This design comes from an exercise in tuning for small area, a short achievable clock period and few clock cycles on the open sky130 flow, not from production work. RTL that was checked went through simulation tests only; none was proved equivalent to the original.

## pcm_scaler
module pcm_scaler (
    input  wire        clk,
    input  wire        rst,           
    input  wire        cfg_wr,
    input  wire        cfg_w16,       
    input  wire        cfg_signed,    
    input  wire        cfg_order,     
    input  wire        gain_wr,
    input  wire [31:0] gain_data,     
    output wire [16:0] gain_q,
    input  wire        in_valid,
    input  wire [7:0]  in_byte,
    output reg         in_ready,
    output reg         out_valid,
    output reg  [15:0] out_duty,
    input  wire        out_ready
);
Size: about 94 flip-flops.
Settings: LEC_CHECK=0, CAP_MARGIN=20, CORE_MARGIN=2, CORE_UTILIZATION=40, CTS_BUF_LIST=sky130_fd_sc_hd__clkbuf_8, CTS_CLUSTER_SIZE=40, SLEW_MARGIN=20, SYNTH_HIERARCHICAL=1, SYNTH_MINIMUM_KEEP_SIZE=0; clock period 15.0 ns.
standard.sh (not shown) runs the stock make flow with config.mk's settings and CLKGATE_MAP_FILE= SYNTH_SCRIPT=/design/flow/synth_recipe.tcl, a recipe that flattens the netlist after the stock synthesis.
==> flow/flow/run.sh <==
#!/bin/bash
# Own layout flow: the standard ORFS flow (standard synthesis, floorplan,
# placement, CTS, routing) unchanged, except that the ports are buffered with
# the small sky130_fd_sc_hd__buf_1 instead of the delay buffer buffer_ports
# picks by default. Each run's full output goes to a log in this folder.
set -euo pipefail
export BUFFER_PORTS_ARGS="-buffer_cell sky130_fd_sc_hd__buf_1"
bash standard.sh finish > standard_flow.log 2>&1
The first run went through all stages and came out clean.
Testbench counts at the start, summed over its fixed seeds: cycles 22,711.
Then changed:
Settings changed: CORE_UTILIZATION 40 to 50, CTS_CLUSTER_SIZE 40 to 24.
Result: The changed run went through all stages and came out clean. First-iteration DRC count goes up by 14%. Non-clock buffer count stays the same. Die area goes down by 19%. Worst hold slack gets worse by 0.012 ns. Global-route usage goes up by 4.6 points. Maximum frequency goes up by 0.49%. Setup slack gets better by 0.026 ns. Core utilization goes up by 12 points.
Then changed:
Settings changed: CORE_UTILIZATION 50 to 40.
After rerunning: The new run ran to the end with no violations. Critical path depth does not change. Setup slack degrades by 0.026 ns. Synthesized cell count does not change. Hold slack is better by 0.012 ns. Final cell count goes up by a few percent. Area after synthesis does not change.
Then changed:
Settings changed: CELL_PAD_IN_SITES_DETAIL_PLACEMENT set to 0, CELL_PAD_IN_SITES_GLOBAL_PLACEMENT set to 0, PLACE_DENSITY set to 0.85.
- cell area is about the same
- utilization barely changes
- synthesized area is unchanged
- worst setup slack degrades by 0.042 ns
Then changed:
Settings changed: CELL_PAD_IN_SITES_DETAIL_PLACEMENT 0 to not set, CELL_PAD_IN_SITES_GLOBAL_PLACEMENT 0 to not set, GPL_TIMING_DRIVEN set to 1, PLACE_DENSITY 0.85 to not set.
The new run finished clean.
Cell count does not change.
Wire length goes up by 4.9%.
Cell area barely changes.
Non-clock buffer count is unchanged.
Count of clock-buffer cells in the layout goes down by 2.
Then changed:
Settings changed: CORE_UTILIZATION 40 to 60.
After rerunning:
- worst hold slack got worse by 0.015 ns
- core utilization goes up by 23 points
- critical path depth does not change
- global-route usage goes up by 10 points
- worst setup slack got worse by 0.20 ns
- die area goes down by a quarter to a third

========
pcm_scaler, a different RTL version from the one above (not shown whole).
Size: about 670 cells after synthesis, ~94 flip-flops, ~7900 um2 of cells after synthesis.
make LEC_CHECK=0 CAP_MARGIN=50 CORE_MARGIN=2 CORE_UTILIZATION=40 SLEW_MARGIN=75 SYNTH_HIERARCHICAL=1 SYNTH_MINIMUM_KEEP_SIZE=0 finish   # period 15.0 ns
run.sh (not shown) runs the stock make flow with config.mk's settings and CLKGATE_MAP_FILE= SYNTH_SCRIPT=/design/flow/synth_recipe.tcl, a recipe that flattens the netlist after the stock synthesis.
Stock flow here: none of the scripts above is used.
Edit:
==> flow/flow/run.sh (new file) <==
#!/bin/bash
# Own layout flow: the standard ORFS flow (standard synthesis, floorplan,
# placement, CTS, routing) with two changes: the ports are buffered with the
# small sky130_fd_sc_hd__buf_1 instead of the delay buffer buffer_ports picks
# by default, and timing repair aims at a setup slack of SETUP_SLACK_MARGIN
# at the design's clock period, so it sizes the critical paths. Each run's
# full output goes to a log in this folder.
set -euo pipefail
export BUFFER_PORTS_ARGS="-buffer_cell sky130_fd_sc_hd__buf_1"
export SETUP_SLACK_MARGIN=10.5
bash standard.sh finish > standard_flow.log 2>&1
==> flow/standard.sh (new file) <==
#!/bin/bash
# synth_recipe.tcl (not shown) runs the flow's synth.tcl, then flattens the netlist and writes it again
# the make line also repeats each setting of config.mk as NAME=value (left out here)
make -C /OpenROAD-flow-scripts/flow DESIGN_CONFIG=/design/flow/config.mk WORK_HOME=/design/flow/orfs CLKGATE_MAP_FILE= SYNTH_SCRIPT=/design/flow/synth_recipe.tcl "${@:-finish}"
- CAP_MARGIN: 50 -> 20
- SLEW_MARGIN: 75 -> 20
removed: flow/run.sh
Effect: Final area goes up by 1.7%. Clock-buffer cell count goes down by 5. Non-clock buffer count goes up by 32. Setup slack improves by 0.67 ns. Via count goes up by 3.0%. Routed wire length goes up by 4.1%.
Edit:
==> flow/run.sh (new file) <==
#!/bin/bash
# synth_recipe.tcl (not shown) runs the flow's synth.tcl, then flattens the netlist and writes it again
# the make line also repeats each setting of config.mk as NAME=value (left out here)
make -C /OpenROAD-flow-scripts/flow DESIGN_CONFIG=/design/flow/config.mk WORK_HOME=/design/flow/orfs CLKGATE_MAP_FILE= SYNTH_SCRIPT=/design/flow/synth_recipe.tcl finish
removed: flow/flow/run.sh
removed: flow/standard.sh
Routed wire length drops by about 5%.
Core utilization is lower by 2.1 points.
Cell count came out lower by 5.5%.
Die area does not change.
Edit:
==> flow/flow/run.sh (new file) <==
#!/bin/bash
# Own layout flow: the standard ORFS flow (standard synthesis, floorplan,
# placement, CTS, routing) with two changes: the ports are buffered with the
# small sky130_fd_sc_hd__buf_1 instead of the delay buffer buffer_ports picks
# by default, and timing repair aims at a setup slack of SETUP_SLACK_MARGIN
# at the design's clock period, so it sizes the critical paths. Each run's
# full output goes to a log in this folder.
set -euo pipefail
export BUFFER_PORTS_ARGS="-buffer_cell sky130_fd_sc_hd__buf_1"
export SETUP_SLACK_MARGIN=11.2
bash standard.sh finish > standard_flow.log 2>&1
==> flow/standard.sh (new file) <==
#!/bin/bash
# synth_recipe.tcl (not shown) runs the flow's synth.tcl, then flattens the netlist and writes it again
# the make line also repeats each setting of config.mk as NAME=value (left out here)
make -C /OpenROAD-flow-scripts/flow DESIGN_CONFIG=/design/flow/config.mk WORK_HOME=/design/flow/orfs CLKGATE_MAP_FILE= SYNTH_SCRIPT=/design/flow/synth_recipe.tcl "${@:-finish}"
removed: flow/run.sh
The new run passed the timing, DRC and antenna checks.
Register-to-register slack is better by 0.51 ns.
Die area stays the same.
Synthesized cell count is unchanged.
Routed wire length goes up by 12%.
Sequential share of layout area shrinks by 3.1 points.
Clock-buffer cell count came out higher by 2.
Fmax climbs by 11%.
Clock skew is about the same.
Worst hold slack stays flat.
No run of this note included a check of the RTL's function; only the layout flow was run.

==> afterwards: timing with drivers on the ports <==
The flow's constraints put no driver on any port. The routed layouts listed below were extracted and timed again, unchanged, in two steps. Step 1 (the two cells are an assumption about what drives the block):
set clk [get_ports {clk}]
set_driving_cell -lib_cell sky130_fd_sc_hd__clkbuf_16 $clk
set_driving_cell -lib_cell sky130_fd_sc_hd__buf_2 [delete_from_list [all_inputs] $clk]
Step 2 moves the port delays by t, midway between the first and last clock arrival at a register: inputs arrive t later, outputs are due t later. That takes back most of the time a late clock gives input paths. Slacks: no drivers / after step 1 / after step 2; pairs: no drivers / after step 1.
run	t, ns	slack for setup (ns)	worst hold slack (ns)	worst slew at a driven data input, ns
the first run of note 1	0.410	9.721 / 9.721 / 9.721	0.540 / 0.540 / 0.540	0.04
the second run of note 1	0.401	9.746 / 9.746 / 9.746	0.527 / 0.527 / 0.527	0.04
the third run of note 1	0.410	9.721 / 9.721 / 9.721	0.540 / 0.540 / 0.540	0.04
the fourth run of note 1	0.414	9.678 / 9.678 / 9.678	0.531 / 0.531 / 0.531	0.04
the fifth run of note 1	0.410	9.721 / 9.721 / 9.721	0.540 / 0.540 / 0.540	0.04
the sixth run of note 1	0.415	9.522 / 9.522 / 9.522	0.525 / 0.525 / 0.525	0.04
the first run of note 2	0.386	9.597 / 9.597 / 9.597	0.525 / 0.525 / 0.525	0.04
the second run of note 2	0.386	10.270 / 10.270 / 10.265	0.524 / 0.524 / 0.524	0.04
the third run of note 2	0.384	9.775 / 9.775 / 9.529	0.525 / 0.525 / 0.525	0.04
the fourth run of note 2	0.389	10.285 / 10.285 / 10.285	0.522 / 0.522 / 0.522	0.04
After both steps setup and hold are still met in every run listed. The setup slack of the third run of note 2, which loses most, moves by 0.000 ns with the drivers and by -0.246 ns with both steps.
